What follows belongs to an exercise in optimizing a design on an open flow for small area and a short achievable clock period; a production flow would make more cautious choices. At most, simulation tests tie the RTL to the original design; equivalence was not proved. Only the layout flow was run in runs 1 to 4; the RTL was not checked for function there. Power and IR drop assume default switching activity.

## flow/flow/my_synth.tcl

```tcl
# The standard flow's synthesis script (synth_recipe.tcl) with one change: ABC maps the
# result-code module (the input-to-output path) with ORFS's area script,
# whose small NAND/NOR gates time better there, and every other module with
# ORFS's default (speed) script.
proc synth {args} { yosys synth -nofsm -noshare {*}$args }
proc abc {args} {
  set i [expr {[lsearch -exact $args -script] + 1}]
  set speed [lreplace $args $i $i $::env(SCRIPTS_DIR)/abc_speed.script]
  set area  [lreplace $args $i $i $::env(SCRIPTS_DIR)/abc_area.script]
  yosys abc {*}$speed rdm630_core rdm630_xtr rdm630_dec
  yosys abc {*}$area rdm630_res
}
source $::env(SCRIPTS_DIR)/synth.tcl
# left out here: clear keep_hierarchy, flatten, clean up, hide names made inside functions, write 1_2_yosys.v
```

## flow/constraint.sdc

```tcl
create_clock -name core_clock -period 10.0 [get_ports {clk}]
set_input_delay 2.0000 -clock core_clock [delete_from_list [all_inputs] [get_ports {clk}]]
set_output_delay 2.0000 -clock core_clock [all_outputs]
set_load 0.01 [all_outputs]
```

## flow/design.v

```verilog
module rdm630_core (
    input  wire         clk,
    input  wire         rst,         
    input  wire         rx_valid,
    input  wire [7:0]   rx_data,
    output wire         rx_ready,
    input  wire         eval,
    output wire         res_valid,
    output wire [1:0]   res,
    output wire         fvalid,
    output wire [111:0] frame,
    output wire         xst,
    output wire [39:0]  card,
    output wire [7:0]   csum,
    output wire [7:0]   p6
);
    localparam [7:0] START_B = 8'h02;
    localparam [7:0] END_B   = 8'h03;
    reg [4:0]   cursor;      
    reg         in_frame;
    reg         ok;          
    reg [7:0]   buf_q [0:13];
    reg [111:0] frame_q;     
    reg         fvalid_q;
    wire full = cursor[4];                   
    assign rx_ready = !full && !rst;
    wire fire     = rx_valid && rx_ready;
    wire mark, is_hex;
    rdm630_dec u_dec (
        .rx_data (rx_data),
        .mark    (mark),
        .is_hex  (is_hex)
    );
    wire is_start = mark && !rx_data[0];
    wire is_end   = mark &&  rx_data[0];
    wire st    = fire && is_start;               
    wire app   = fire && in_frame && !is_start;  
    wire c13 = (cursor == 5'd13);
    wire c14 = (cursor == 5'd14);
    wire c15 = (cursor >= 5'd15);
    wire [4:0] cursor_rx   = st ? 5'd1 : app ? cursor + 5'd1 : cursor;
    wire       in_frame_rx = st ? 1'b1 : (app && is_end) ? 1'b0 : in_frame;
    wire       ok_rx       = st ? 1'b1 :
                             app ? (ok && (c13 ? is_end : is_hex)) : ok;
    wire [13:0] we;
    genvar g;
    generate
        for (g = 0; g < 14; g = g + 1) begin : g_we
            if (g == 0)
                assign we[g] = st || (app && cursor == 5'd0);
            else
                assign we[g] = app && (cursor == g);
        end
    endgenerate
    wire do_eval = eval && !rst;
    wire apnd  = in_frame && !full;                  
    wire [1:0] r0 = c15 ? 2'd3 : c14 ? (ok ? 2'd1 : 2'd2) : 2'd0;
    wire [1:0] ra = (c14 || c15) ? 2'd3 : c13 ? 2'd2 : 2'd0;   
    wire [1:0] re = (c14 || c15) ? 2'd3 : c13 ? (ok ? 2'd1 : 2'd2) : 2'd0;
    wire [1:0] pn = apnd ? ra : r0;
    wire [1:0] pe = apnd ? re : r0;
    wire [1:0] ps = full ? r0 : 2'd0;
    assign res_valid = do_eval;
    rdm630_res u_res (
        .rx_valid (rx_valid),
        .mark     (mark),
        .d0       (rx_data[0]),
        .r0       (r0),
        .pn       (pn),
        .pe       (pe),
        .ps       (ps),
        .res      (res)
    );
    wire cap  = do_eval && (cursor_rx == 5'd14);
    wire over = do_eval && (cursor_rx >  5'd14);
    always @(posedge clk) begin
        if (rst) begin
            cursor   <= 5'd0;
            in_frame <= 1'b0;
            fvalid_q <= 1'b0;
            ok       <= 1'b0;
        end else begin
            in_frame <= in_frame_rx;
            if (cap || over) begin
                cursor   <= 5'd0;
                ok       <= 1'b0;
                fvalid_q <= cap && ok_rx;
            end else begin
                cursor   <= cursor_rx;
                ok       <= ok_rx;
            end
        end
    end
    integer i;
    always @(posedge clk) begin
        for (i = 0; i < 14; i = i + 1)
            if (we[i])
                buf_q[i] <= rx_data;
    end
    wire [7:0] byte13 = we[13] ? rx_data : buf_q[13];
    always @(posedge clk) begin
        if (cap) begin
            for (i = 0; i < 13; i = i + 1)
                frame_q[111-8*i -: 8] <= buf_q[i];
            frame_q[7:0] <= byte13;
        end
    end
    assign fvalid = fvalid_q;
    assign xst    = !fvalid_q;
    assign frame  = frame_q;
    rdm630_xtr u_xtr (
        .frame (frame_q),
        .card  (card),
        .csum  (csum),
        .p6    (p6)
    );
endmodule
module rdm630_res (
    input  wire       rx_valid,
    input  wire       mark,
    input  wire       d0,
    input  wire [1:0] r0,
    input  wire [1:0] pn,
    input  wire [1:0] pe,
    input  wire [1:0] ps,
    output wire [1:0] res
);
    wire [1:0] res_mark  = !rx_valid ? r0 : d0 ? pe : ps;
    wire [1:0] res_other = !rx_valid ? r0 : pn;
    assign res = mark ? res_mark : res_other;
endmodule
module rdm630_xtr (
    input  wire [111:0] frame,
    output wire [39:0]  card,
    output wire [7:0]   csum,
    output wire [7:0]   p6
);
    function [3:0] hexval;
        input [7:0] c;
        begin
            hexval = {c[3] | c[6],
                      c[2] | (c[6] & c[1] & c[0]),
                      c[1] ^ (c[6] & c[0]),
                      c[0] ^ c[6]};
        end
    endfunction
    wire [7:0] pair [0:5];
    genvar g;
    generate
        for (g = 0; g < 6; g = g + 1) begin : g_pair
            assign pair[g] = {hexval(frame[111-8*(1+2*g) -: 8]),
                              hexval(frame[111-8*(2+2*g) -: 8])};
        end
        for (g = 0; g < 5; g = g + 1) begin : g_card
            assign card[39-8*g -: 8] = pair[g];
        end
    endgenerate
    assign csum = pair[0] ^ pair[1] ^ pair[2] ^ pair[3] ^ pair[4];
    assign p6   = pair[5];
endmodule
module rdm630_dec (
    input  wire [7:0] rx_data,
    output wire       mark,
    output wire       is_hex
);
    assign mark   = (rx_data[7:1] == 7'b0000001);
    assign is_hex = ((rx_data >= 8'h30) && (rx_data <= 8'h39)) ||
                    ((rx_data >= 8'h41) && (rx_data <= 8'h46));
endmodule
```

## flow/flow/run.sh

```bash
#!/bin/bash
set -euo pipefail
bash standard.sh \
    "SYNTH_SCRIPT=$PWD/flow/my_synth.tcl" \
    "BUFFER_PORTS_ARGS=-buffer_cell sky130_fd_sc_hd__buf_1" \
    SETUP_SLACK_MARGIN=5.15 \
    finish > flow_make.log 2>&1
```

## flow/standard.sh

```bash
#!/bin/bash
# synth_recipe.tcl (not shown) runs the flow's synth.tcl, then flattens the netlist and writes it again
# the make line also repeats each setting of config.mk as NAME=value (left out here)
make -C /OpenROAD-flow-scripts/flow DESIGN_CONFIG=/design/flow/config.mk WORK_HOME=/design/flow/orfs CLKGATE_MAP_FILE= SYNTH_SCRIPT=/design/flow/synth_recipe.tcl "${@:-finish}"
```

## flow/config.mk

```make
export PLATFORM = sky130hd
export DESIGN_NAME = rdm630_core
export DESIGN_NICKNAME = rdm630_core
export VERILOG_FILES = /design/flow/design.v
export SDC_FILE = /design/flow/constraint.sdc
export NUM_CORES = 4
export LEC_CHECK = 0
export CAP_MARGIN = 20
export CORE_MARGIN = 2
export CORE_UTILIZATION = 60
export CTS_BUF_LIST = sky130_fd_sc_hd__clkbuf_16
export CTS_CLUSTER_DIAMETER = 80
export CTS_CLUSTER_SIZE = 30
export PLACE_DENSITY = 0.8
export SETUP_SLACK_MARGIN = 5
export SLEW_MARGIN = 20
export SYNTH_HIERARCHICAL = 1
export SYNTH_MINIMUM_KEEP_SIZE = 0
```

==> results of run 1 <==
Yosys stat by module (local to each module, per instance):
module / flip-flops and latches / cells inside / copies in the design / cell area, sq um
rdm630_dec: 0 / 9 / 1 / 68.8
rdm630_res: 0 / 25 / 1 / 98.8
rdm630_core: 232 / 351 / 1 / 7620
rdm630_xtr: 0 / 72 / 1 / 782
routing by layer:
| layer | part of all wire [%] | track usage, % | up-vias |
|---|---|---|---|
| li1 | - | - | 2149 |
| met1 | 38 | 28.1 | 2349 |
| met2 | 53 | 39.0 | 222 |
| met3 | 6.7 | 3.23 | 34 |
| met4 | 2.8 | 6.82 | 0 |
| met5 | 0 | 0 | - |
how the worst max path moves through the flow:
stage | slack (ns) | cells past startpoint | endpoint | from
2_1_floorplan | 4.86 | 7 | res[1] | rx_data[3]
3_3_place_gp | 4.14 | 9 | frame_q[106] | rx_data[4]
3_5_place_dp | 3.95 | 9 | frame_q[14] | rx_data[5]
4_1_cts | 4.41 | 10 | res[0] | rx_data[3]
5_1_grt | 4.38 | 10 | res[0] | rx_data[3]
6_report | 4.48 | 10 | res[0] | rx_data[3]
final cells by class:
type / instances / area [sq um] / share of cell area [%]
clock buffers: 11 / 275 / 2.74
multi-input cells: 200 / 1750 / 17.5
well taps: 180 / 225 / 2.24
clock inverters: 6 / 27.5 / 0.274
flip-flops and latches: 232 / 6810 / 67.8
inverters: 18 / 67.6 / 0.673
repair buffers: 202 / 885 / 8.81
sequential cells by signal (all words and copies together) (netlist names):
register / cells
buf_q: 112
cursor: 5
frame_q: 112
fvalid_q: 1
in_frame: 1
ok: 1
cells by family (layout without fill, tap and decap cells):
| group | after synthesis | after routing |
|---|---|---|
| flip-flops | 232 | 232 |
| AND/OR/NAND/NOR | 90 | 92 |
| AO/OA/AOI/OAI | 43 | 43 |
| XOR/XNOR | 39 | 39 |
| buffers and inverters | 27 | 237 |
| adder cells (fa/ha/maj) | 17 | 17 |
| multiplexers | 9 | 9 |
cell usage after synthesis (2+ instances only):
cell type and n:
xnor2_1 11, nand3_1 7, o21a_1 2, o21ai_1 5, clkbuf_1 7, or3_1 3
xnor2_2 2, ha_1 17, mux2_1 5, nor3_1 6, a22oi_1 2, mux2i_1 2
and3_1 3, or2_2 8, nand2_1 20, a211oi_1 2, nor4_1 3, o41ai_1 2
o21ai_0 4, mux2_2 2, inv_1 17, edfxtp_1 216, dfxtp_1 16, nand4b_1 2
nor2_1 14, xor2_1 17, a21oi_1 5, nand2b_1 3, nor2b_1 6, or2_1 3
a31o_2 11, xnor3_1 8
what timing repair did:
item,in CTS,in global routing
buffers inserted,3,8
hold buffers,0,0
pin swaps,3,2
resized for setup,14,5
cloned,2,1
setup endpoints to repair,67,91
per-stage QoR:
| stage | utilization (%) | instances |
|---|---|---|
| after floorplan | - | 457 |
| after global placement | 68.4 | 818 |
| after detailed placement | 68.4 | 818 |
| after CTS | 71.2 | 840 |
| after global routing | 72.0 | 849 |
| final | 72.0 | 849 |
power by group through the flow:
stage / combinational, mW / sequential (mW) / clock [mW]
2_1_floorplan: 0.00441 / 1.07 / 0
6_report: 0.0201 / 1.05 / 0.469
4_1_cts: 0.0200 / 1.05 / 0.474
3_3_place_gp: 0.0168 / 1.07 / 0
5_1_grt: 0.0218 / 1.05 / 0.503
3_5_place_dp: 0.0180 / 1.07 / 0
==> results by group, run 1 <==
Job
  • Total of max-cap violations: 0

Layout
  • Most common cell after layout, fill and taps aside: edfxtp_1
  • Commonest cells after routing, fill and taps aside: edfxtp_1, buf_1, inv_1, nand2_1
  • ANT cells: 0
  • Fin area: 10,000 sq um
  • Fraction of layout cells with a size suffix above 1: 12.1%
  • Layout area overhead: 17.1%
  • Layout Nets: 694
  • Fill count: 848

Worst hold path
  • Hold_sp: buf_q[11][6]
  • Hold Path Stages: 0
  • Worst Hold Endpoint: frame_q[22]
  • Worst hold path type: reg -> reg

Clock tree
  • CTS max path bufs: 3
  • CTS tree: yes
  • Clock-pin transition on the worst setup and hold timing paths: 0.10 ns
  • # clock sinks: 232
  • H-tree levels: 1
  • TritonCTS Buffers: 11
  • Root Driver: clkbuf_16
  • Worst skew pair latency: 0.45 ns

Timing
  • Final worst-path cycle share: 55.2%
  • Setup TNS: 0 ns
  • RSZ-0062 raised after global routing: yes
  • Worst rel slew slack: 30.7%
  • Worst hold margin: 0.422 ns
  • Clock Skews: 0.00972 ns
  • Final Critical Period: 5.52 ns
  • Final setup fails: 0
  • Endpoints failing hold: 0
  • Actual slew at the worst max-slew pin: 1.03 ns
  • Final max-slew violation count: 0
  • Final worst setup slack: 4.48 ns
  • Achievable Freq: 181 MHz

Place
  • # port buffers: 185
  • RePlAce Congestion: 0.834
  • Area post-placement: 9530 sq um
  • Hpwl dp: 11,200 microns
  • Pre-CTS setup slack: 3.95 ns

Synthesis
  • Post-synth top area cell: edfxtp_1
  • Synth Register Bits: 232
  • Async S/R FF share, synth: 0%
  • Main combinational cell family by area after synthesis: simple AND/OR/NAND/NOR gates
  • Xor and xnor area share after synthesis: 5.53%
  • Synth top area cells: edfxtp_1, dfxtp_1, ha_1, xnor3_1, xor2_1
  • Synth Area in Adders: 2.48%
  • Register area share after synthesis: 79.4%
  • Cells after Synth: 457
  • Synth Warn #: 9
  • Simple-gate share of the synthesized area: 5.90%
  • Avg Inst Size Synth: 18.8 sq um
  • Synth unique cells: 58
  • Top cell type's share of synthesized area: 75.7%
  • Post-synthesis mux area share: 1.15%
  • Main synth FF type: edfxtp_1
  • EDFF count, synth: 216
  • Synthesized cell area: 8570 sq um
  • Synth Area in Compound Gates: 4.23%
  • Mapped Nets: 486

Power and ir drop
  • Peak VDD IR: 0.0000905 V
  • Sw frac: 18.2%
  • Power density over the cells: 153 nW/um^2
  • Overall Power: 1.54 mW
  • P_sw: 0.280 mW
  • Leakage: 3.37 nW
  • Clock power frac: 30.5%
  • Logic pwr share: 1.3%
  • Internal power: 1.26 mW
  • Seq pwr share: 68.2%

Worst setup path
  • Critical R2R Launch: cursor[2]
  • CP max FO: 4
  • Crit. End Element: output port
  • Crit-path cells: buf_1 -> buf_6 -> or4_4 -> nor4b_4 -> inv_1 -> nand3_1 -> nand2_1 -> inv_1 -> nand2_2 -> buf_1
  • Slowest stage delay, CP: 0.53 ns
  • Highest-delay cell along the critical path: or4_4
  • CP required: 8.00 ns
  • CP top delay family: simple AND/OR/NAND/NOR gates
  • Worst R2R Setup Slack: 7.27 ns
  • Critical Path AT: 3.52 ns
  • Buf/Inv on CP: 5
  • WS Path Type: in -> out
  • Critical R2R Capture: frame_q[18]
  • FF-to-FF path depth: 6
  • Setup crit start kind: input pin

Die
  • Die Span Y: 124 microns
  • Core box area: 13,900 sq um
  • Ports: 186
  • Die X-Extent: 124 microns
  • Die area: 15,300 sq um
  • Initial Util: 61.5%
  • FP Rows: 43

Global routing
  • GRT overflow: 0
  • Global-route wire length before repair: 24,700 microns
  • Number of global-route vias before repair: 4,368
  • Largest net degree at the start of global routing: 66
  • Initial antenna violation count: 0
  • GRT Overall Usage: 22.0%

Drt
  • Routed wire length: 17,400 microns
  • DR iter-0 viols: 373
  • TritonRoute pass-1 iters: 5
  • Wire per inst: 20.5 microns
  • Final ANT Viol Nets: 0
  • DR vias: 4,754
  • DRC errors left: 0
  • Vias/cell: 5.60

Status
  • Status: finished clean
==> run 2: changes to the inputs <==
==> flow/flow/my_synth.tcl (replaced) <==
# The standard flow's synthesis script (synth_recipe.tcl) with one change: ABC maps the
# result-code and byte-decode modules (the input-to-output path) with
# ORFS's area script,
# whose small NAND/NOR gates time better there, and every other module with
# ORFS's default (speed) script.
proc synth {args} { yosys synth -nofsm -noshare {*}$args }
proc abc {args} {
  set i [expr {[lsearch -exact $args -script] + 1}]
  set speed [lreplace $args $i $i $::env(SCRIPTS_DIR)/abc_speed.script]
  set area  [lreplace $args $i $i $::env(SCRIPTS_DIR)/abc_area.script]
  yosys abc {*}$speed rdm630_core rdm630_xtr
  yosys abc {*}$area rdm630_res rdm630_dec
}
source $::env(SCRIPTS_DIR)/synth.tcl
# left out here: clear keep_hierarchy, flatten, clean up, hide names made inside functions, write 1_2_yosys.v
==> run 2 against run 1 <==
  * Still clean
  * Worst hold slack improved by 0.0057 ns
  * Global-route usage decreased by 1.2 points
  * Clock skew increased by 0.0017 ns
  * Critical path depth decreased by 1
  * Largest cell class unchanged
==> results by group, run 2 <==
Worst setup path
  • CP startpoint: rx_data[7]
  • Crit. End Element: output port
  • CP required: 8.00 ns (about the same)
  • CP max FO: 5 (+1)
  • WS Path Type: in -> out
  • Setup crit start kind: input pin
  • Critical Path AT: 3.01 ns (-0.51 ns)
  • Critical R2R Launch: cursor[4]

Place
  • Placed Cells: 829 (+1.3%)
  • Area post-placement: 9530 sq um (about the same)
  • RePlAce Congestion: 0.846 (+1.4%)
  • Hpwl dp: 11,100 microns (-0.79%)
  • # port buffers: 185 (unchanged)

Clock tree
  • CTS tree: yes
  • Hold Buf Count CTS: 0 (unchanged)
  • Worst skew pair latency: 0.45 ns (about the same)
  • # clock sinks: 232 (unchanged)
  • CTS max path bufs: 3 (unchanged)
  • H-tree levels: 1 (unchanged)
  • TritonCTS Buffers: 11 (unchanged)
  • Root Driver: clkbuf_16
  • Clock-pin transition on the worst setup and hold timing paths: 0.11 ns (about the same)

Timing
  • Achievable Freq: 199 MHz (+10%)
  • Final worst-path cycle share: 50.1% (-5.1 points)
  • Clock Skews: 0.0114 ns (+0.00172 ns)
  • Final max-slew violation count: 0 (unchanged)
  • Setup TNS: 0 ns (unchanged)
  • Actual slew at the worst max-slew pin: 0.947 ns (-0.0841 ns)
  • Final setup fails: 0 (unchanged)
  • RSZ-0062 raised after global routing: yes
  • Worst rel slew slack: 36.3% (+5.7 points)
  • Final Critical Period: 5.01 ns (-0.512 ns)
  • Endpoints failing hold: 0 (unchanged)

Die
  • Initial Util: 61.6% (+0.12 points)
  • FP Rows: 43 (unchanged)
  • Ports: 186 (unchanged)
  • Core box area: 13,900 sq um (unchanged)
  • Die Span Y: 124 microns (about the same)
  • Die area: 15,300 sq um (+0.19%)
  • Die X-Extent: 124 microns (about the same)

Layout
  • Layout Nets: 695 (+0.14%)
  • Layout area overhead: 16.4%
  • Fin area: 9990 sq um (-0.47%)
  • Non-Filler Instances: 847 (-0.24%)
  • Most common cell after layout, fill and taps aside: edfxtp_1
  • Area occupied by multi-input gates: 1740 sq um (-0.57%)
  • Commonest cells after routing, fill and taps aside: edfxtp_1, buf_1, nand2_1, inv_1
  • Seq. cell area: 6810 sq um (unchanged)
  • Top flop regs: buf_q x112, frame_q x112, cursor x5
  • Fill count: 878 (+3.5%)
  • Fraction of layout cells with a size suffix above 1: 10.6% (-1.5 points)
  • ANT cells: 0 (unchanged)

Drt
  • Routed wire length: 16,500 microns (-5.3%)
  • Wire per inst: 19.4 microns (-5.1%)
  • DRC errors left: 0 (unchanged)
  • TritonRoute pass-1 iters: 7 (+2)
  • Vias/cell: 5.45 (-2.6%)
  • DR iter-0 viols: 293 (-21%)
  • Final ANT Viol Nets: 0 (unchanged)
  • DR vias: 4,618 (-2.9%)

Status
  • Status: finished clean

Synthesis
  • Synth unique cells: 54 (-6.9%)
  • Cells after Synth: 469 (+2.6%)
  • Synth Register Bits: 232 (unchanged)
  • Async S/R FF share, synth: 0% (unchanged)
  • Post-synth top cells: edfxtp_1, nand2_1, inv_1
  • EDFF count, synth: 216 (unchanged)
  • Most common cell in the netlist: edfxtp_1
  • Synth Warn #: 9 (unchanged)
  • Main synth FF type: edfxtp_1
  • Top cell type's share of synthesized area: 75.5% (-0.14 points)
  • Post-synth top area cell: edfxtp_1
  • Mapped Nets: 498 (+2.5%)
  • Synthesized cell area: 8590 sq um (+0.19%)
  • Synth top area cells: edfxtp_1, dfxtp_1, ha_1, xnor3_1, xor2_1
  • Avg Inst Size Synth: 18.3 sq um (-2.4%)
  • Register area share after synthesis: 79.3% (-0.15 points)

Power and ir drop
  • Power density over the cells: 154 nW/um^2 (+0.72%)
  • Peak VDD IR: 0.000131 V (+45%)
  • Leakage: 3.35 nW (-0.56%)
  • Overall Power: 1.54 mW (+0.24%)

Job
  • Total of max-cap violations: 0 (unchanged)

Global routing
  • Initial antenna violation count: 0 (unchanged)
  • GRT Overall Usage: 20.8% (-1.2 points)
  • Global-route wire length before repair: 23,500 microns (-4.7%)
  • GRT overflow: 0 (unchanged)
  • Largest net degree at the start of global routing: 95 (+44%)
  • Number of global-route vias before repair: 4,160 (-4.8%)

Worst hold path
  • Hold_sp: buf_q[6][6]
  • Worst hold path type: reg -> reg
## run 2: per-stage QoR
stage	hold WS, ns	utilization (%)	setup slack [ns]
detailed placement	0.405	68.4	4.16
global placement	0.400	68.4	4.28
floorplan	0.400	-	5.21
finish	0.427	71.7	4.99
global route	0.435	71.7	4.94
CTS	0.428	71.4	4.99
## run 2: kinds of logic (layout without fill, tap and decap cells)
group / after synthesis / after routing / synth area share (%)
muxes: 9 / 9 / 1.15
buffers and inverters: 30 / 228 / 1.41
adders and majority gates: 17 / 17 / 2.48
AOI/OAI and AO/OA: 43 / 43 / 4.09
and+or+nand+nor: 99 / 99 / 6.08
DFF: 232 / 232 / 79.3
xor gates and xnor gates: 39 / 39 / 5.52
## run 2: worst max-delay path, cell delays in order
cell and delay [ns]:
buf_12 0.10, or2_4 0.25, nor3_4 0.21, inv_1 0.10, nand3_1 0.07, nand2_1 0.05
inv_1 0.05, nand2_1 0.04, buf_2 0.13
## run 2: final timing paths
path	to	slack, ns	cells after the start
max	res[1]	4.99	9
min	frame_q[62]	0.43	0
min reg2reg	frame_q[62]	0.43	0
max reg2reg	frame_q[79]	6.81	6
## run 2: what timing repair did
action / CTS / global route
resized for setup: 47 / 2
setup endpoints to repair: 96 / 2
buffers inserted: 4 / 0
pin swaps: 4 / 0
## run 2: layout make-up
type	instances	share of cell area [%]
Clock buffer	11	2.75
Sequential cell	232	68.1
Clock inverter	3	0.163
Multi-Input combinational cell	207	17.4
Tap cell	180	2.25
Inverter	21	0.789
Timing Repair Buffer	193	8.48
## run 2: metal layers
metal | share of wire, % | global-route usage (%) | up-vias
met1 | 41 | 29.1 | 2280
met2 | 51 | 35.5 | 177
met3 | 6.6 | 2.34 | 17
li1 | - | - | 2144
met5 | 0 | 0 | -
met4 | 1.7 | 5.33 | 0
## run 2: per-module statistics from Yosys, one instance, submodules excluded
module       cell area [sq um]  cells inside  flops+latches
rdm630_core               7620           351            232
rdm630_dec                85.1            21              0
rdm630_res                98.8            25              0
rdm630_xtr                 782            72              0
## run 2: power breakdown
part	switching (mW)	total [mW]	internal (mW)
Combinational	0.0159	0.0244	0.00851
Clock	0.266	0.468	0.202
Sequential	0.0000485	1.05	1.05
==> run 3: changes to the inputs <==
==> flow/flow/run.sh (replaced) <==
#!/bin/bash
set -euo pipefail
bash standard.sh \
    "SYNTH_SCRIPT=$PWD/flow/my_synth.tcl" \
    "BUFFER_PORTS_ARGS=-buffer_cell sky130_fd_sc_hd__buf_1" \
    SETUP_SLACK_MARGIN=5.3 \
    finish > flow_make.log 2>&1
==> run 3 against run 2 <==
  * Largest power group unchanged
  * Clock skew rose by 0.0042 ns
  * Largest cell class unchanged
  * Maximum frequency fell by 0.87%
  * Non-clock buffer count fell by 3
  * Synthesized area did not move
  * Final cell count fell by 0.24%
  * Cell area fell by 0.46%
  * Critical path type unchanged
  * Setup slack got worse by 0.044 ns
  * Still clean
  * First-iteration DRC count rose by 35%
  * Clock power fell by 1%
  * Critical path depth rose by 1
  * Clock-buffer cell count did not move
==> results by group, run 3 <==
Drt
  • Wire per inst: 19.7 microns (+1.6%)
  • Final ANT Viol Nets: 0 (unchanged)
  • Routed wire length: 16,700 microns (+1.4%)
  • DRC errors left: 0 (unchanged)
  • DR vias: 4,685 (+1.5%)
  • TritonRoute pass-1 iters: 5 (-2)
  • DR iter-0 viols: 395 (+35%)
  • Vias/cell: 5.54 (+1.7%)

Die
  • Die Span Y: 124 microns (unchanged)
  • Ports: 186 (unchanged)
  • Die area: 15,300 sq um (unchanged)
  • Core box area: 13,900 sq um (unchanged)
  • Die X-Extent: 124 microns (unchanged)
  • FP Rows: 43 (unchanged)
  • Initial Util: 61.6% (unchanged)

Timing
  • Final worst-path cycle share: 50.6% (+0.44 points)
  • Worst hold margin: 0.422 ns (-0.00584 ns)
  • Setup TNS: 0 ns (unchanged)
  • RSZ-0062 raised after global routing: yes
  • Endpoints failing hold: 0 (unchanged)
  • Clock Skews: 0.0156 ns (+0.00418 ns)
  • Achievable Freq: 198 MHz (-0.87%)
  • Final Critical Period: 5.06 ns (+0.0440 ns)
  • Final worst setup slack: 4.94 ns (-0.0440 ns)
  • Worst rel slew slack: 29.6% (-6.7 points)
  • Actual slew at the worst max-slew pin: 1.04 ns (+0.0974 ns)
  • Final setup fails: 0 (unchanged)
  • Final max-slew violation count: 0 (unchanged)

Status
  • Status: finished clean

Global routing
  • Global-route wire length before repair: 23,900 microns (+1.5%)
  • Initial antenna violation count: 0 (unchanged)
  • GRT Overall Usage: 21.2% (+0.42 points)
  • GRT overflow: 0 (unchanged)
  • Number of global-route vias before repair: 4,436 (+6.6%)
  • Largest net degree at the start of global routing: 90 (-5.3%)

Power and ir drop
  • Power density over the cells: 154 nW/um^2 (-0.16%)
  • Peak VDD IR: 0.0000977 V (-26%)
  • Clock power frac: 30.1% (-0.3 points)
  • Sw frac: 17.9% (-0.38 points)
  • P_sw: 0.274 mW (-2.7%)
  • Seq pwr share: 68.5% (+0.4 points)
  • Leakage: 3.33 nW (-0.42%)
  • Internal power: 1.26 mW (-0.15%)
  • Logic pwr share: 1.4% (-0.2 points)

Worst setup path
  • FF-to-FF path depth: 6 (unchanged)
  • Slowest stage delay, CP: 0.24 ns (about the same)
  • WS Path Type: in -> out
  • CP required: 8.00 ns (about the same)
  • CP top delay family: simple AND/OR/NAND/NOR gates
  • CP max FO: 3 (-2)
  • Crit-path cells: buf_6 -> buf_6 -> or2_4 -> nor3_4 -> inv_1 -> nand3_1 -> nand2_1 -> inv_1 -> nand2_1 -> buf_2
  • Critical R2R Capture: frame_q[65]
  • Worst R2R Setup Slack: 7.04 ns (+0.23 ns)
  • Critical Path AT: 3.06 ns (+0.05 ns)
  • Crit. End Element: output port
  • Setup crit start kind: input pin
  • Highest-delay cell along the critical path: or2_4
  • Buf/Inv on CP: 5 (+1)
  • Critical R2R Launch: cursor[4]

Place
  • Pre-CTS setup slack: 4.12 ns (-0.0414 ns)
  • Hpwl dp: 11,300 microns (+2.2%)
  • # port buffers: 185 (unchanged)
  • RePlAce Congestion: 0.821 (-3.0%)

Worst hold path
  • Worst hold path type: reg -> reg
  • Hold_sp: buf_q[9][2]
  • Worst Hold Endpoint: frame_q[34]
  • Hold Path Stages: 0 (unchanged)

Synthesis
  • Xor and xnor area share after synthesis: 5.52% (unchanged)
  • EDFF count, synth: 216 (unchanged)
  • Post-synth top area cell: edfxtp_1
  • Simple-gate share of the synthesized area: 6.08% (unchanged)
  • Synth Area in Adders: 2.48% (unchanged)
  • Main synth FF type: edfxtp_1
  • Synth Area in Compound Gates: 4.09% (unchanged)
  • Mapped Nets: 498 (unchanged)
  • Synth Register Bits: 232 (unchanged)
  • Post-synth top cells: edfxtp_1, nand2_1, inv_1
  • Async S/R FF share, synth: 0% (unchanged)
  • Main combinational cell family by area after synthesis: simple AND/OR/NAND/NOR gates
  • Most common cell in the netlist: edfxtp_1
  • Synth top area cells: edfxtp_1, dfxtp_1, ha_1, xnor3_1, xor2_1
  • Synth unique cells: 54 (unchanged)
  • Top cell type's share of synthesized area: 75.5% (unchanged)
  • Synthesized cell area: 8590 sq um (unchanged)
  • Cells after Synth: 469 (unchanged)
  • Register area share after synthesis: 79.3% (unchanged)
  • Avg Inst Size Synth: 18.3 sq um (unchanged)
  • Synth Warn #: 9 (unchanged)
  • Post-synthesis mux area share: 1.15% (unchanged)

Clock tree
  • Worst skew pair latency: 0.46 ns (about the same)
  • H-tree levels: 1 (unchanged)
  • # clock sinks: 232 (unchanged)
  • TritonCTS Buffers: 11 (unchanged)
  • Hold Buf Count CTS: 0 (unchanged)
  • CTS max path bufs: 3 (unchanged)
  • CTS tree: yes
  • Root Driver: clkbuf_16
  • Clock-pin transition on the worst setup and hold timing paths: 0.10 ns (about the same)

Layout
  • Area occupied by multi-input gates: 1740 sq um (-0.36%)
  • Layout Nets: 692 (-0.43%)
  • Top flop regs: buf_q x112, frame_q x112, cursor x5
  • Fill count: 869 (-1.0%)
  • ANT cells: 0 (unchanged)
  • Layout area overhead: 15.8%
  • Commonest cells after routing, fill and taps aside: edfxtp_1, buf_1, nand2_1, inv_1
  • Fraction of layout cells with a size suffix above 1: 10.5% (-0.12 points)
  • Most common cell after layout, fill and taps aside: edfxtp_1
  • Seq. cell area: 6810 sq um (unchanged)

Job
  • Total of max-cap violations: 0 (unchanged)
[run 3: metal layers]
metal	share of wire [%]	track usage [%]	up-vias
li1	-	-	2146
met1	37	26.7	2296
met2	54	38.1	213
met3	6.1	2.38	30
met4	2.9	8.24	0
met5	0	0	-
[run 3: power groups by stage]
| stage | Combinational, mW | Sequential (mW) | Clock, mW |
|---|---|---|---|
| final | 0.0215 | 1.05 | 0.462 |
| after CTS | 0.0207 | 1.05 | 0.470 |
| after global placement | 0.0165 | 1.07 | 0 |
| after detailed placement | 0.0178 | 1.07 | 0 |
| after global routing | 0.0235 | 1.05 | 0.501 |
| after floorplan | 0.00476 | 1.07 | 0 |
[run 3: cells by family (layout without fill, tap and decap cells)]
family,after synthesis,count (layout)
compound gates,43,43
xor+xnor,39,39
fa+ha+maj,17,17
buf+inv,30,226
flops,232,232
mux,9,9
simple gates,99,99
[run 3: area by class of cell]
type,instances,share of cell area [%]
clock buffer,11,2.77
tap,180,2.26
inverter,21,0.793
multi-input combinational,207,17.5
timing repair buffer,190,8.08
sequential,232,68.4
clock inverter,4,0.201
[run 3: per-module statistics from Yosys, one instance, submodules excluded]
module / times used / cell area, sq um
rdm630_core: 1 / 7620
rdm630_xtr: 1 / 782
rdm630_res: 1 / 98.8
rdm630_dec: 1 / 85.1
[run 3: worst max-delay path by stage]
stage	to	start	slack, ns	depth (start not counted)
after detailed placement	frame_q[19]	rx_data[1]	4.12	9
final	res[1]	rx_data[6]	4.94	10
after floorplan	res[1]	rx_data[6]	5.21	7
after global placement	frame_q[86]	rx_data[1]	4.33	9
after CTS	res[1]	rx_data[6]	4.93	10
after global routing	res[0]	rx_data[6]	4.86	10
[run 3: timing repair]
item | CTS | global route
setup endpoints to repair | 91 | 92
gates resized for setup | 35 | 9
buffers inserted | 2 | 0
pin swaps | 3 | 1
[run 3: worst register-to-register path, cell delays in order, from the launching register on]
cell and delay [ns]:
dfxtp_1 0.47, and4bb_1 0.58, nand3_2 0.18, xor2_2 0.20
nor3_1 0.27, and2_4 0.42, buf_12 0.43
[run 3: per-stage QoR]
| stage | power, mW | utilization [%] | cell area, sq um | std cells |
|---|---|---|---|---|
| after detailed placement | 1.09 | 68.4 | 9530 | 828 |
| final | 1.53 | 71.4 | 9950 | 845 |
| after CTS | 1.54 | 71.0 | 9900 | 845 |
| after global placement | 1.09 | 68.3 | 9520 | 828 |
| after global routing | 1.57 | 71.4 | 9950 | 845 |
| after floorplan | 1.08 | - | 8600 | 469 |
==> run 4: changes to the inputs <==
--- a/flow/design.v
+++ b/flow/design.v
@@ -26,12 +26,13 @@
     assign rx_ready = !full && !rst;
     wire fire     = rx_valid && rx_ready;
-    wire mark, is_hex;
-    rdm630_dec u_dec (
-        .rx_data (rx_data),
-        .mark    (mark),
-        .is_hex  (is_hex)
+    wire mark_n;
+    rdm630_mark u_mark (
+        .d      (rx_data[7:1]),
+        .mark_n (mark_n)
     );
-    wire is_start = mark && !rx_data[0];
-    wire is_end   = mark &&  rx_data[0];
+    wire is_start = !mark_n && !rx_data[0];
+    wire is_end   = !mark_n &&  rx_data[0];
+    wire is_hex   = ((rx_data >= 8'h30) && (rx_data <= 8'h39)) ||
+                    ((rx_data >= 8'h41) && (rx_data <= 8'h46));
     wire st    = fire && is_start;               
     wire app   = fire && in_frame && !is_start;  
@@ -64,5 +65,5 @@
     rdm630_res u_res (
         .rx_valid (rx_valid),
-        .mark     (mark),
+        .mark_n   (mark_n),
         .d0       (rx_data[0]),
         .r0       (r0),
@@ -118,5 +119,5 @@
 module rdm630_res (
     input  wire       rx_valid,
-    input  wire       mark,
+    input  wire       mark_n,      
     input  wire       d0,
     input  wire [1:0] r0,
@@ -128,5 +129,5 @@
     wire [1:0] res_mark  = !rx_valid ? r0 : d0 ? pe : ps;
     wire [1:0] res_other = !rx_valid ? r0 : pn;
-    assign res = mark ? res_mark : res_other;
+    assign res = mark_n ? res_other : res_mark;
 endmodule
 module rdm630_xtr (
@@ -159,11 +160,8 @@
     assign p6   = pair[5];
 endmodule
-module rdm630_dec (
-    input  wire [7:0] rx_data,
-    output wire       mark,
-    output wire       is_hex
+module rdm630_mark (
+    input  wire [7:1] d,
+    output wire       mark_n
 );
-    assign mark   = (rx_data[7:1] == 7'b0000001);
-    assign is_hex = ((rx_data >= 8'h30) && (rx_data <= 8'h39)) ||
-                    ((rx_data >= 8'h41) && (rx_data <= 8'h46));
+    assign mark_n = !(d == 7'b0000001);
 endmodule
==> flow/flow/run.sh (replaced) <==
#!/bin/bash
set -euo pipefail
bash standard.sh \
    "SYNTH_SCRIPT=$PWD/flow/my_synth.tcl" \
    "BUFFER_PORTS_ARGS=-buffer_cell sky130_fd_sc_hd__buf_1" \
    SETUP_SLACK_MARGIN=5.15 \
    finish > flow_make.log 2>&1
==> flow/flow/hand_cells.v (new file) <==
// Hand-mapped sky130hd netlists for the two small modules on the design's
// input-to-output path (rdm630_mark, rdm630_res). They implement exactly the
// RTL modules of the same names; my_synth.tcl puts them in place of ABC's
// mapping of those modules.

// mark_n = !(d[7:1] == 7'b0000001)
module rdm630_mark (d, mark_n);
    input  [7:1] d;
    output       mark_n;
    wire a, b, c;
    sky130_fd_sc_hd__nor2_1  u_a (.A(d[7]), .B(d[6]), .Y(a));
    sky130_fd_sc_hd__nor2_1  u_b (.A(d[5]), .B(d[4]), .Y(b));
    sky130_fd_sc_hd__nor3b_1 u_c (.A(d[3]), .B(d[2]), .C_N(d[1]), .Y(c));
    sky130_fd_sc_hd__nand3_1 u_m (.A(a), .B(b), .C(c), .Y(mark_n));
endmodule

// res = mark_n ? (rx_valid ? pn : r0) : (rx_valid ? (d0 ? pe : ps) : r0)
module rdm630_res (rx_valid, mark_n, d0, r0, pn, pe, ps, res);
    input        rx_valid, mark_n, d0;
    input  [1:0] r0, pn, pe, ps;
    output [1:0] res;
    wire   [1:0] xs, xn, yn;
    sky130_fd_sc_hd__mux2_1  u_x0_0 (.A0(ps[0]), .A1(pe[0]), .S(d0), .X(xs[0]));
    sky130_fd_sc_hd__mux2_1  u_x0_1 (.A0(ps[1]), .A1(pe[1]), .S(d0), .X(xs[1]));
    sky130_fd_sc_hd__mux2i_1 u_x1_0 (.A0(r0[0]), .A1(xs[0]), .S(rx_valid), .Y(xn[0]));
    sky130_fd_sc_hd__mux2i_1 u_x1_1 (.A0(r0[1]), .A1(xs[1]), .S(rx_valid), .Y(xn[1]));
    sky130_fd_sc_hd__mux2i_1 u_y_0  (.A0(r0[0]), .A1(pn[0]), .S(rx_valid), .Y(yn[0]));
    sky130_fd_sc_hd__mux2i_1 u_y_1  (.A0(r0[1]), .A1(pn[1]), .S(rx_valid), .Y(yn[1]));
    sky130_fd_sc_hd__mux2i_1 u_r_0  (.A0(xn[0]), .A1(yn[0]), .S(mark_n), .Y(res[0]));
    sky130_fd_sc_hd__mux2i_1 u_r_1  (.A0(xn[1]), .A1(yn[1]), .S(mark_n), .Y(res[1]));
endmodule
==> flow/flow/my_synth.tcl (replaced) <==
# The standard flow's synthesis script (synth_recipe.tcl) with one change: after ABC has
# mapped every module, the two small modules on the input-to-output path
# (rdm630_mark, rdm630_res) are replaced by the hand-mapped netlists in
# hand_cells.v, which implement the same functions; then the design is
# flattened and written as the standard flow's script does.
proc synth {args} { yosys synth -nofsm -noshare {*}$args }
source $::env(SCRIPTS_DIR)/synth.tcl
delete rdm630_mark rdm630_res
read_verilog [file join [file dirname [info script]] hand_cells.v]
hierarchy -top $::env(DESIGN_NAME)
tee -o $::env(REPORTS_DIR)/synth_stat_hand.txt stat {*}$lib_args
# left out here: clear keep_hierarchy, flatten, clean up, hide names made inside functions, write 1_2_yosys.v
==> run 4 against run 3 <==
  * Die area shrank 0.61%
  * Via count fell by 2.3%
  * Non-clock buffer count increased by 12
  * Synthesized cell count fell by 6.8%
  * Maximum frequency up 3.9%
  * Worst hold slack worse by 0.0076 ns
  * Still clean on timing, DRC and antenna
  * Clock skew rose by 0.0041 ns
  * Cell area is 0.83% higher
==> results by group, run 4 <==
Synthesis
  • Synth top area cells: edfxtp_1, dfxtp_1, ha_1, xnor3_1, xor2_1
  • Main synth FF type: edfxtp_1
  • Top cell type's share of synthesized area: 76.1% (+0.61 points)
  • Synthesized cell area: 8530 sq um (-0.63%)
  • Avg Inst Size Synth: 19.5 sq um (+6.7%)
  • Cells after Synth: 437 (-6.8%)
  • Async S/R FF share, synth: 0% (unchanged)
  • Post-synth top area cell: edfxtp_1
  • Synth Warn #: 9 (unchanged)
  • Mapped Nets: 466 (-6.4%)
  • Most common cell in the netlist: edfxtp_1
  • Post-synth top cells: edfxtp_1, ha_1, xor2_1
  • EDFF count, synth: 216 (unchanged)
  • Synth unique cells: 53 (-1.9%)
  • Yosys stat chip area: 8520 sq um
  • Register area share after synthesis: 79.9% (+0.64 points)
  • Synth Register Bits: 232 (unchanged)

Drt
  • DR iter-0 viols: 393 (-0.51%)
  • Final ANT Viol Nets: 0 (unchanged)
  • Routed wire length: 16,600 microns (-0.31%)
  • TritonRoute pass-1 iters: 5 (unchanged)
  • Wire per inst: 20.0 microns (+1.4%)
  • DRC errors left: 0 (unchanged)
  • Vias/cell: 5.51 (-0.66%)
  • DR vias: 4,577 (-2.3%)

Timing
  • Achievable Freq: 205 MHz (+3.9%)
  • Worst hold margin: 0.414 ns (-0.00763 ns)
  • Final max-slew violation count: 0 (unchanged)
  • Clock Skews: 0.0197 ns (+0.00405 ns)
  • Setup TNS: 0 ns (unchanged)
  • Final setup fails: 0 (unchanged)
  • Actual slew at the worst max-slew pin: 1.00 ns (-0.0400 ns)
  • RSZ-0062 raised after global routing: yes
  • Endpoints failing hold: 0 (unchanged)
  • Final Critical Period: 4.87 ns (-0.189 ns)
  • Worst rel slew slack: 32.8% (+3.3 points)
  • Final worst-path cycle share: 48.7% (-1.9 points)

Clock tree
  • Clock-pin transition on the worst setup and hold timing paths: 0.11 ns (about the same)
  • CTS tree: yes
  • # clock sinks: 232 (unchanged)
  • TritonCTS Buffers: 11 (unchanged)
  • CTS max path bufs: 3 (unchanged)
  • Worst skew pair latency: 0.46 ns (about the same)
  • Root Driver: clkbuf_16
  • H-tree levels: 1 (unchanged)

Die
  • Die Span Y: 123 microns (-0.30%)
  • Core box area: 13,900 sq um (-0.39%)
  • Ports: 186 (unchanged)
  • FP Rows: 43 (unchanged)
  • Die area: 15,200 sq um (-0.61%)
  • Initial Util: 61.5% (-0.15 points)
  • Die X-Extent: 123 microns (-0.30%)

Power and ir drop
  • Leakage: 3.37 nW (+1.0%)
  • Power density over the cells: 154 nW/um^2 (about the same)
  • Peak VDD IR: 0.0000902 V (-7.6%)

Layout
  • Fill count: 833 (-4.1%)
  • Layout Nets: 676 (-2.3%)
  • Commonest cells after routing, fill and taps aside: edfxtp_1, buf_1, xor2_1, ha_1, dfxtp_1
  • Most common cell after layout, fill and taps aside: edfxtp_1
  • Top flop regs: buf_q x112, frame_q x112, cursor x5
  • Fraction of layout cells with a size suffix above 1: 13.7% (+3.1 points)
  • ANT cells: 0 (unchanged)
  • Layout area overhead: 17.5%

Global routing
  • Global-route wire length before repair: 24,100 microns (+0.98%)
  • Largest net degree at the start of global routing: 74 (-18%)
  • Number of global-route vias before repair: 4,352 (-1.9%)
  • Initial antenna violation count: 0 (unchanged)
  • GRT Overall Usage: 21.3% (+0.091 points)
  • GRT overflow: 0 (unchanged)

Place
  • # port buffers: 185 (unchanged)
  • Hpwl dp: 11,000 microns (-3.0%)
  • RePlAce Congestion: 0.902 (+9.9%)

Status
  • Status: finished clean

Worst setup path
  • Slowest stage delay, CP: 0.21 ns (-0.03 ns)
  • CP max FO: 3 (unchanged)
  • Highest-delay cell along the critical path: nor3b_2
  • Crit. End Element: output port
  • CP required: 8.00 ns (about the same)
  • Critical Path AT: 2.87 ns (-0.19 ns)
  • Crit-path cells: buf_1 -> buf_6 -> nor3b_2 -> nand3_2 -> mux2i_1 -> buf_2
  • WS Path Type: in -> out
  • Setup crit start kind: input pin

Worst hold path
  • Worst hold path type: reg -> reg

Job
  • Total of max-cap violations: 0 (unchanged)
## run 4: where the power goes
| group | total (mW) | switching, mW | internal [mW] |
|---|---|---|---|
| clock | 0.470 | 0.266 | 0.204 |
| combinational | 0.0269 | 0.0171 | 0.00983 |
| sequential | 1.05 | 0.0000669 | 1.05 |
| total | 1.55 | 0.283 | 1.26 |
## run 4: modules after synthesis, one instance, submodules excluded
module       copies in the design  cells inside  flip-flops and latches  area, sq um
rdm630_core                     1           353                     232         7650
rdm630_mark                     1             3                       0         23.8
rdm630_res                      1             9                       0         63.8
rdm630_xtr                      1            72                       0          782
## run 4: cells by family after synthesis
| family | synth area share (%) |
|---|---|
| flops | 79.9 |
| simple gates | 6.57 |
| xor+xnor | 5.48 |
| compound gates | 3.61 |
| fa+ha+maj | 2.50 |
| buf+inv | 0.646 |
| mux | 1.29 |
## run 4: per-layer routing
layer / share of wire, % / vias to the layer above / GRT usage [%]
met2: 53 / 175 / 38.2
met5: 0 / - / 0
met1: 40 / 2281 / 28.6
met3: 5.8 / 18 / 2.49
met4: 1.1 / 0 / 4.26
li1: - / 2103 / -
## run 4: metrics by stage
step                      cell area (sq um)  setup slack [ns]  utilization [%]  cells  power [mW]
after floorplan                        8580              3.02                -    437        1.08
after global placement                 9570              4.66             68.9    807        1.09
after detailed placement               9570              4.41             68.9    807        1.09
after CTS                             10000              5.12             72.1    831        1.55
after global routing                  10000              5.07             72.2    831        1.58
final                                 10000              5.13             72.2    831        1.55
## run 4: area by class of cell
| cell class | count | area (sq um) | area share, % |
|---|---|---|---|
| sequential | 232 | 6810 | 67.9 |
| tap | 180 | 225 | 2.25 |
| timing repair buffer | 202 | 901 | 8.98 |
| inverter | 9 | 33.8 | 0.337 |
| multi-input combinational | 191 | 1760 | 17.5 |
| clock buffer | 11 | 275 | 2.74 |
| clock inverter | 6 | 27.5 | 0.274 |
## run 4: critical path: cells and delay by family
kind	cells	cell delay (ns)
simple gates	2	0.36
buf+inv	3	0.35
mux	1	0.17
## run 4: repair_timing
item / 4_1_cts / 5_1_grt
resized for setup: 20 / 1
hold buffers: 0 / 0
gates cloned: 1 / 0
buffers inserted: 6 / 0
pin swaps: 2 / 1
endpoints found under the setup margin: 75 / 75
## run 4: path summary, 6_finish.rpt
path	start	endpoint	slack, ns	cells after the start
worst max-delay path	rx_data[2]	res[1]	5.13	6
worst min-delay path	buf_q[6][3]	frame_q[59]	0.41	0
worst max register to register	cursor[1]	frame_q[77]	6.67	9
worst min register to register	buf_q[6][3]	frame_q[59]	0.41	0
==> run 5: changes to the inputs <==
--- a/flow/design.v
+++ b/flow/design.v
@@ -20,5 +20,5 @@
     reg         in_frame;
     reg         ok;          
-    reg [7:0]   buf_q [0:13];
+    reg [111:0] sr;          
     reg [111:0] frame_q;     
     reg         fvalid_q;
@@ -44,14 +44,7 @@
     wire       ok_rx       = st ? 1'b1 :
                              app ? (ok && (c13 ? is_end : is_hex)) : ok;
-    wire [13:0] we;
-    genvar g;
-    generate
-        for (g = 0; g < 14; g = g + 1) begin : g_we
-            if (g == 0)
-                assign we[g] = st || (app && cursor == 5'd0);
-            else
-                assign we[g] = app && (cursor == g);
-        end
-    endgenerate
+    wire shift = fire && (in_frame || is_start);
+    wire [111:0] sr_next = ({112{shift}}  & {sr[103:0], rx_data}) |
+                           ({112{!shift}} & sr);
     wire do_eval = eval && !rst;
     wire apnd  = in_frame && !full;                  
@@ -93,17 +86,8 @@
         end
     end
-    integer i;
     always @(posedge clk) begin
-        for (i = 0; i < 14; i = i + 1)
-            if (we[i])
-                buf_q[i] <= rx_data;
-    end
-    wire [7:0] byte13 = we[13] ? rx_data : buf_q[13];
-    always @(posedge clk) begin
-        if (cap) begin
-            for (i = 0; i < 13; i = i + 1)
-                frame_q[111-8*i -: 8] <= buf_q[i];
-            frame_q[7:0] <= byte13;
-        end
+        sr <= sr_next;
+        if (cap)
+            frame_q <= sr_next;
     end
     assign fvalid = fvalid_q;
==> run 5 against run 4 <==
  * Core utilization down 1.5 points
  * Largest cell class unchanged
  * Sequential share of layout area down 9.4 points
  * Total power down 2.1%
==> results by group, run 5 <==
Status
  • Status: finished clean

Global routing
  • Global-route wire length before repair: 27,500 microns (+14%)
  • Largest net degree at the start of global routing: 93 (+26%)
  • Met2 Use GR: 40.9% (+2.7 points)
  • Initial antenna violation count: 0 (unchanged)
  • GRT met1 Usage: 31.8% (+3.3 points)
  • GRT met3 Usage: 2.66% (+0.16 points)
  • GRT overflow: 0 (unchanged)
  • GRT Overall Usage: 23.5% (+2.1 points)
  • Number of global-route vias before repair: 5,403 (+24%)
  • Gr busiest metal: met2

Worst setup path
  • CP startpoint: rx_data[0]
  • CP required: 8.00 ns (about the same)
  • CP max FO: 11 (+8)
  • Critical Path Most Common Cell: mux2i_1
  • Highest-delay cell along the critical path: mux2_1
  • CP top delay family: multiplexers
  • Critical Path AT: 2.80 ns (-0.07 ns)
  • Critical R2R Capture: frame_q[1]
  • WP depth: 5 (-1)
  • FF-to-FF path depth: 7 (-2)
  • Worst R2R Setup Slack: 7.11 ns (+0.44 ns)
  • Crit-path cells: buf_6 -> mux2_1 -> mux2i_1 -> mux2i_1 -> clkbuf_2
  • Slowest stage delay, CP: 0.32 ns (+0.11 ns)
  • Crit. End Element: output port
  • Buf/Inv on CP: 2 (-1)
  • Critical R2R Launch: cursor[4]
  • Setup crit start kind: input pin
  • WS Path Type: in -> out

Die
  • Initial Util: 61.8% (+0.31 points)
  • Ports: 186 (unchanged)
  • Die area: 15,300 sq um (+0.87%)
  • Core box area: 13,900 sq um (+0.39%)
  • FP Rows: 43 (unchanged)
  • Die Span Y: 124 microns (+0.43%)
  • Die X-Extent: 124 microns (+0.43%)

Clock tree
  • Worst skew pair latency: 0.45 ns (about the same)
  • CTS max path bufs: 3 (unchanged)
  • CTS tree: yes
  • Hold Buf Count CTS: 0 (unchanged)
  • Clock-pin transition on the worst setup and hold timing paths: 0.11 ns (about the same)
  • TritonCTS Buffers: 11 (unchanged)
  • Root Driver: clkbuf_16
  • H-tree levels: 1 (unchanged)
  • # clock sinks: 232 (unchanged)

Synthesis
  • Synthesized cell area: 8610 sq um (+0.89%)
  • Avg Inst Size Synth: 11.2 sq um (-43%)
  • Main synth FF type: dfxtp_1
  • Async S/R FF share, synth: 0% (unchanged)
  • EDFF count, synth: 112 (-48%)
  • Post-synth top cells: nand2_1, dfxtp_1, edfxtp_1
  • Most common cell in the netlist: nand2_1
  • Yosys stat chip area: 8590 sq um (+0.90%)
  • Synth Register Bits: 232 (unchanged)
  • Synth top area cells: edfxtp_1, dfxtp_1, nand2_1, ha_1, xnor3_1
  • Mapped Nets: 799 (+71%)
  • Synth unique cells: 56 (+5.7%)
  • Cells after Synth: 771 (+76%)
  • Post-synth top area cell: edfxtp_1
  • Register area share after synthesis: 67.1% (-13 points)
  • Synth Warn #: 8 (-1)
  • Top cell type's share of synthesized area: 39.1% (-37 points)

Job
  • Total of max-cap violations: 0 (unchanged)

Layout
  • Layout Nets: 972 (+44%)
  • Layout area overhead: 14.6%
  • Fraction of layout cells with a size suffix above 1: 6.33% (-7.3 points)
  • Non-Filler Instances: 1,128 (+36%)
  • Top flop regs: frame_q x112, sr x112, cursor x5
  • Fin area: 9860 sq um (-1.6%)
  • Fin util: 70.8% (-1.5 points)
  • Most common cell after layout, fill and taps aside: nand2_1
  • ANT cells: 0 (unchanged)
  • Commonest cells after routing, fill and taps aside: nand2_1, buf_1, dfxtp_1, edfxtp_1
  • Fill count: 1,017 (+22%)

Drt
  • TritonRoute pass-1 iters: 5 (unchanged)
  • Vias/cell: 5.27 (-4.2%)
  • Final ANT Viol Nets: 0 (unchanged)
  • Routed wire length: 18,300 microns (+9.9%)
  • DR vias: 5,950 (+30%)
  • DR iter-0 viols: 513 (+31%)
  • Wire per inst: 16.2 microns (-19%)
  • DRC errors left: 0 (unchanged)

Timing
  • Final worst-path cycle share: 48.0% (-0.70 points)
  • Endpoints failing hold: 0 (unchanged)
  • Final max-slew violation count: 0 (unchanged)
  • Clock Skews: 0.00838 ns (-0.0113 ns)
  • RSZ-0062 raised after global routing: yes
  • Worst hold margin: 0.453 ns (+0.0392 ns)
  • Final setup fails: 0 (unchanged)
  • Final Critical Period: 4.80 ns (-0.0701 ns)
  • Worst rel slew slack: 37.5% (+4.7 points)
  • Actual slew at the worst max-slew pin: 0.937 ns (-0.0679 ns)
  • Setup TNS: 0 ns (unchanged)
  • Achievable Freq: 208 MHz (+1.5%)

Place
  • RePlAce Congestion: 0.880 (-2.5%)
  • Placed Cells: 1,110 (+38%)
  • Hpwl dp: 13,000 microns (+18%)
  • Area post-placement: 9490 sq um (-0.77%)
  • # port buffers: 185 (unchanged)

Power and ir drop
  • Leakage: 3.85 nW (+14%)
  • Power density over the cells: 154 nW/um^2 (-0.48%)
  • Peak VDD IR: 0.000102 V (+13%)

Worst hold path
  • Hold_sp: sr[110]
  • Hold Path Stages: 2 (+2)
  • Worst Hold Endpoint: sr[110]
  • Worst hold path type: reg -> reg
-- run 5: cell count changes in the layout (fill, tap and decap cells not counted), sizes merged, moves of 3 or more --
| cell | previous run | this run |
|---|---|---|
| nand2 | 12 | 338 |
| dfxtp | 16 | 120 |
| edfxtp | 216 | 112 |
| buf | 201 | 187 |
| o21ai | 5 | 14 |
| mux2 | 10 | 2 |
| clkbuf | 11 | 16 |
| nand3 | 7 | 3 |
| nor3 | 9 | 5 |
| and3 | 7 | 4 |
| inv | 15 | 12 |
-- run 5: cell families (layout without fill, tap and decap cells) --
family / Yosys count / count (layout) / share of synthesized area (%)
AOI/OAI and AO/OA: 50 / 48 / 4.38
xor gates and xnor gates: 36 / 36 / 5.12
adders and majority gates: 16 / 16 / 2.33
buffers and inverters: 39 / 216 / 1.98
DFF: 232 / 232 / 67.1
muxes: 2 / 8 / 0.233
and+or+nand+nor: 396 / 392 / 18.9
-- run 5: worst max path at each step --
| stage | slack [ns] | endpoint |
|---|---|---|
| detailed placement | 4.91 | res[1] |
| finish | 5.20 | res[1] |
| global placement | 4.95 | res[0] |
| global route | 5.14 | res[0] |
| floorplan | 4.86 | frame_q[0] |
| CTS | 5.15 | res[1] |
-- run 5: power breakdown --
group	leakage [nW]	total [mW]	switching (mW)	internal, mW
logic	1.79	0.0142	0.00890	0.00526
clock network	0.183	0.508	0.264	0.244
registers	1.87	0.992	0.00194	0.990
-- run 5: Yosys stat by module (local to each module, per instance) --
module	flops+latches	copies in the design	area, sq um
rdm630_core	232	1	7720
rdm630_mark	0	1	23.8
rdm630_res	0	1	63.8
rdm630_xtr	0	1	782
-- run 5: repair_timing --
action | CTS | global route
gates resized for setup | 2 | 6
buffers inserted | 1 | 0
endpoints found under the setup margin | 2 | 2
-- run 5: area by class of cell --
class                           instances  area, sq um  area share [%]
Sequential cell                       232         5770            58.5
Tap cell                              180          225            2.28
Multi-Input combinational cell        500         2750            27.8
Clock inverter                          5         45.0           0.457
Clock buffer                           12          300            3.04
Timing Repair Buffer                  191          752            7.62
Inverter                                8         30.0           0.304
-- run 5: stage by stage --
step                      power [mW]  setup WS [ns]
final                           1.51           5.20
after global routing            1.56           5.14
after CTS                       1.52           5.15
after detailed placement        1.03           4.91
after global placement          1.03           4.95
after floorplan                 1.02           4.86
-- run 5: tightest hold or removal path: cells and delay by family (launching register included) --
family	cells	cell delay, ns
flip-flops	1	0.31
AND/OR/NAND/NOR	2	0.10
-- run 5: layer usage --
| metal | share of wire, % | up-vias |
|---|---|---|
| li1 | - | 2913 |
| met1 | 43 | 2820 |
| met2 | 50 | 193 |
| met3 | 5.0 | 24 |
| met4 | 2.1 | 0 |
| met5 | 0 | - |
==> run 6: changes to the inputs <==
--- a/flow/flow/hand_cells.v
+++ b/flow/flow/hand_cells.v
@@ -20,12 +20,22 @@
     input  [1:0] r0, pn, pe, ps;
     output [1:0] res;
-    wire   [1:0] xs, xn, yn;
-    sky130_fd_sc_hd__mux2_1  u_x0_0 (.A0(ps[0]), .A1(pe[0]), .S(d0), .X(xs[0]));
-    sky130_fd_sc_hd__mux2_1  u_x0_1 (.A0(ps[1]), .A1(pe[1]), .S(d0), .X(xs[1]));
-    sky130_fd_sc_hd__mux2i_1 u_x1_0 (.A0(r0[0]), .A1(xs[0]), .S(rx_valid), .Y(xn[0]));
-    sky130_fd_sc_hd__mux2i_1 u_x1_1 (.A0(r0[1]), .A1(xs[1]), .S(rx_valid), .Y(xn[1]));
-    sky130_fd_sc_hd__mux2i_1 u_y_0  (.A0(r0[0]), .A1(pn[0]), .S(rx_valid), .Y(yn[0]));
-    sky130_fd_sc_hd__mux2i_1 u_y_1  (.A0(r0[1]), .A1(pn[1]), .S(rx_valid), .Y(yn[1]));
-    sky130_fd_sc_hd__mux2i_1 u_r_0  (.A0(xn[0]), .A1(yn[0]), .S(mark_n), .Y(res[0]));
-    sky130_fd_sc_hd__mux2i_1 u_r_1  (.A0(xn[1]), .A1(yn[1]), .S(mark_n), .Y(res[1]));
+    wire         vn;
+    wire   [1:0] t, r0n, a, b, mn, nn;
+    sky130_fd_sc_hd__inv_1 u_vn (.A(rx_valid), .Y(vn));
+    genvar i;
+    generate
+        for (i = 0; i < 2; i = i + 1) begin : g_bit
+            // t = !(d0 ? pe : ps)
+            sky130_fd_sc_hd__mux2i_1 u_t   (.A0(ps[i]), .A1(pe[i]), .S(d0), .Y(t[i]));
+            sky130_fd_sc_hd__inv_1   u_r0n (.A(r0[i]), .Y(r0n[i]));
+            // mn = rx_valid ? t : !r0 = !(rx_valid ? (d0 ? pe : ps) : r0)
+            sky130_fd_sc_hd__nand2_1 u_a   (.A(rx_valid), .B(t[i]), .Y(a[i]));
+            sky130_fd_sc_hd__nand2_1 u_b   (.A(vn), .B(r0n[i]), .Y(b[i]));
+            sky130_fd_sc_hd__nand2_1 u_m   (.A(a[i]), .B(b[i]), .Y(mn[i]));
+            // nn = !(rx_valid ? pn : r0)
+            sky130_fd_sc_hd__mux2i_1 u_n   (.A0(r0[i]), .A1(pn[i]), .S(rx_valid), .Y(nn[i]));
+            // res = !(mark_n ? nn : mn)
+            sky130_fd_sc_hd__mux2i_1 u_r   (.A0(mn[i]), .A1(nn[i]), .S(mark_n), .Y(res[i]));
+        end
+    endgenerate
 endmodule
==> run 6 against run 5 <==
  * Sequential share of layout area up 0.30 points
  * Die area grew 0.12%
  * Routed wire length is 0.60% higher
  * Worst hold slack improved by 0.00085 ns
  * Via count increased by 0.82%
  * Global-route usage increased by 0.21 points
  * Setup slack better by 0.027 ns
  * First-iteration DRC count rose by 6.2%
  * Critical path type unchanged
==> results by group, run 6 <==
Timing
  • Worst rel slew slack: 38.0% (+0.43 points)
  • Achievable Freq: 210 MHz (+0.57%)
  • Setup TNS: 0 ns (unchanged)
  • Endpoints failing hold: 0 (unchanged)
  • Final worst-path cycle share: 47.7% (-0.27 points)
  • RSZ-0062 raised after global routing: yes
  • Final Critical Period: 4.77 ns (-0.0271 ns)
  • Final max-slew violation count: 0 (unchanged)
  • Final setup fails: 0 (unchanged)
  • Clock Skews: 0.0132 ns (+0.00487 ns)
  • Actual slew at the worst max-slew pin: 0.931 ns (-0.00650 ns)

Die
  • Initial Util: 61.9% (+0.081 points)
  • Die Span Y: 124 microns (about the same)
  • Ports: 186 (unchanged)
  • FP Rows: 43 (unchanged)
  • Die area: 15,300 sq um (+0.12%)
  • Core box area: 13,900 sq um (unchanged)
  • Die X-Extent: 124 microns (about the same)

Clock tree
  • Hold Buf Count CTS: 0 (unchanged)
  • # clock sinks: 232 (unchanged)
  • Root Driver: clkbuf_16
  • Clock-pin transition on the worst setup and hold timing paths: 0.11 ns (about the same)
  • TritonCTS Buffers: 11 (unchanged)
  • Worst skew pair latency: 0.45 ns (about the same)
  • H-tree levels: 1 (unchanged)
  • CTS max path bufs: 3 (unchanged)
  • CTS tree: yes

Drt
  • Vias/cell: 5.29 (+0.29%)
  • TritonRoute pass-1 iters: 5 (unchanged)
  • Wire per inst: 16.2 microns (about the same)
  • DR vias: 5,999 (+0.82%)
  • Met2 routed WL: 9270 microns (+1.0%)
  • Highest Signal Layer: met4
  • Wl on met1: 7670 microns (-1.6%)
  • Final ANT Viol Nets: 0 (unchanged)
  • DR iter-0 viols: 545 (+6.2%)
  • DRC errors left: 0 (unchanged)
  • Routed wire length: 18,400 microns (+0.60%)
  • Routed wl met3: 1130 microns (+23%)

Global routing
  • GRT Overall Usage: 23.7% (+0.21 points)
  • Initial antenna violation count: 0 (unchanged)
  • Largest net degree at the start of global routing: 94 (+1.1%)
  • Global-route wire length before repair: 27,900 microns (+1.6%)
  • GRT overflow: 0 (unchanged)
  • Number of global-route vias before repair: 5,544 (+2.6%)

Power and ir drop
  • Peak VDD IR: 0.0000942 V (-7.6%)
  • Power density over the cells: 151 nW/um^2 (-1.7%)
  • Leakage: 3.84 nW (-0.30%)
  • Clock power frac: 32.0% (-1.6 points)
  • Seq pwr share: 67.0% (+1.5 points)
  • Internal power: 1.20 mW (-3.2%)
  • Sw frac: 19.0% (+0.89 points)
  • P_sw: 0.282 mW (+2.6%)
  • Logic pwr share: 1.0% (about the same)

Worst setup path
  • FF-to-FF path depth: 5 (-2)
  • Slowest stage delay, CP: 0.20 ns (-0.12 ns)
  • Setup crit start kind: input pin
  • Crit-path cells: buf_1 -> nor3b_2 -> nand3_2 -> mux2i_1 -> clkbuf_2
  • Critical R2R Capture: frame_q[27]
  • Worst R2R Setup Slack: 7.08 ns (-0.03 ns)
  • Critical Path AT: 2.77 ns (-0.03 ns)
  • CP top delay family: simple AND/OR/NAND/NOR gates
  • Crit. End Element: output port
  • CP required: 8.00 ns (about the same)
  • CP max FO: 5 (-6)
  • CP startpoint: rx_data[2]
  • WS Path Type: in -> out
  • Buf/Inv on CP: 2 (unchanged)
  • Highest-delay cell along the critical path: nor3b_2
  • Critical R2R Launch: cursor[4]

Worst hold path
  • Hold Path Stages: 2 (unchanged)
  • Worst Hold Endpoint: sr[111]
  • Worst hold path type: reg -> reg
  • Hold_sp: sr[111]

Layout
  • Most common cell after layout, fill and taps aside: nand2_1
  • Fill count: 1,041 (+2.4%)
  • Commonest cells after routing, fill and taps aside: nand2_1, buf_1, dfxtp_1, edfxtp_1
  • Top flop regs: frame_q x112, sr x112, cursor x5
  • Layout area overhead: 13.8%
  • Area occupied by multi-input gates: 2740 sq um (-0.18%)
  • Fraction of layout cells with a size suffix above 1: 5.97% (-0.35 points)
  • Layout Nets: 978 (+0.62%)
  • Seq. cell area: 5770 sq um (unchanged)
  • ANT cells: 0 (unchanged)
  • Fin area: 9810 sq um (-0.51%)

Status
  • Status: finished clean

Synthesis
  • Avg Inst Size Synth: 11.1 sq um (-0.77%)
  • Synth Warn #: 8 (unchanged)
  • Synthesized cell area: 8620 sq um (+0.13%)
  • Cells after Synth: 778 (+0.91%)
  • Mapped Nets: 806 (+0.88%)

Place
  • # port buffers: 185 (unchanged)
  • RePlAce Congestion: 0.876 (-0.43%)
  • Hpwl dp: 12,900 microns (-0.67%)
  • Area post-placement: 9500 sq um (about the same)

Job
  • Total of max-cap violations: 0 (unchanged)
[run 6: per-stage QoR]
stage | std cells | power, mW | hold slack (ns) | setup slack (ns) | util [%]
2_1_floorplan | 778 | 1.02 | 0.414 | 4.86 | -
3_3_place_gp | 1116 | 1.03 | 0.428 | 5.10 | 68.2
3_5_place_dp | 1116 | 1.03 | 0.434 | 5.05 | 68.2
4_1_cts | 1134 | 1.49 | 0.457 | 5.16 | 70.4
5_1_grt | 1134 | 1.52 | 0.480 | 5.15 | 70.4
6_report | 1134 | 1.48 | 0.454 | 5.23 | 70.4
[run 6: final cells by class]
type / count / share of cell area [%]
Inverter: 11 / 0.421
Clock inverter: 6 / 0.281
Clock buffer: 11 / 2.81
Tap cell: 180 / 2.30
Timing Repair Buffer: 190 / 7.52
Multi-Input combinational cell: 504 / 27.9
Sequential cell: 232 / 58.8
[run 6: worst max path at each step]
stage | to | slack (ns) | cells past startpoint
2_1_floorplan | frame_q[0] | 4.86 | 8
3_3_place_gp | res[0] | 5.10 | 6
3_5_place_dp | res[1] | 5.05 | 6
4_1_cts | res[1] | 5.16 | 5
5_1_grt | res[1] | 5.15 | 10
6_report | res[1] | 5.23 | 5
[run 6: power groups by stage]
stage                     clock (mW)  combinational (mW)  sequential, mW
after global placement             0              0.0136            1.01
final                          0.474              0.0147           0.992
after detailed placement           0              0.0142            1.01
after CTS                      0.482              0.0144           0.992
after floorplan                    0             0.00936            1.01
after global routing           0.511              0.0169           0.993
[run 6: worst reg2reg max path, stage by stage (launching register included)]
cell and delay [ns]:
dfxtp_1 0.42, nor3b_1 0.50, a21boi_4 0.68, buf_4 0.85, nand2_1 0.21, nand2_1 0.12
[run 6: layer usage]
layer,GRT usage [%],up-vias
met2,42.0,189
met3,3.94,25
met4,5.04,0
li1,-,2922
met5,0,-
met1,30.8,2863
[run 6: timing repair]
item                       4_1_cts  5_1_grt
pin swaps                        1        2
buffers inserted                 1        0
setup endpoints to repair        2        2
resized for setup                1        4

[port drivers added, routing unchanged]
How much do the figures lean on ideal ports? The routed layouts below were timed once more, with nothing changed but the port constraints.
Step 1: set_driving_cell puts a clkbuf_16 on clk and a buf_2 on each other input, an assumption about the parent block.
Step 2, shift: input delay + t, output delay - t, t = (earliest + latest rising clock arrival at the registers) / 2. This alone moves slack from input paths to output paths.
Slacks: ideal ports / drivers / drivers and shift; pairs: ideal ports / drivers.
run	shift t [ns]	setup slack, ns	worst hold slack (ns)	worst data-port slew with drivers (ns)	pins driven straight from the clock port
run 1	0.486	4.475 / 4.456 / 4.456	0.422 / 0.422 / 0.422	0.05	1
run 2	0.492	4.987 / 4.937 / 4.937	0.427 / 0.427 / 0.427	0.06	1
run 3	0.494	4.943 / 4.909 / 4.909	0.422 / 0.422 / 0.422	0.06	1
run 4	0.489	5.132 / 5.095 / 4.951	0.414 / 0.414 / 0.414	0.05	1
run 5	0.489	5.202 / 5.163 / 5.163	0.453 / 0.453 / 0.453	0.04	1
run 6	0.490	5.229 / 5.208 / 5.196	0.454 / 0.454 / 0.454	0.03	1
After both steps every run listed still meets setup and hold. For run 4, which loses most, drivers alone change the setup slack by -0.037 ns; drivers and shift together by -0.181 ns.
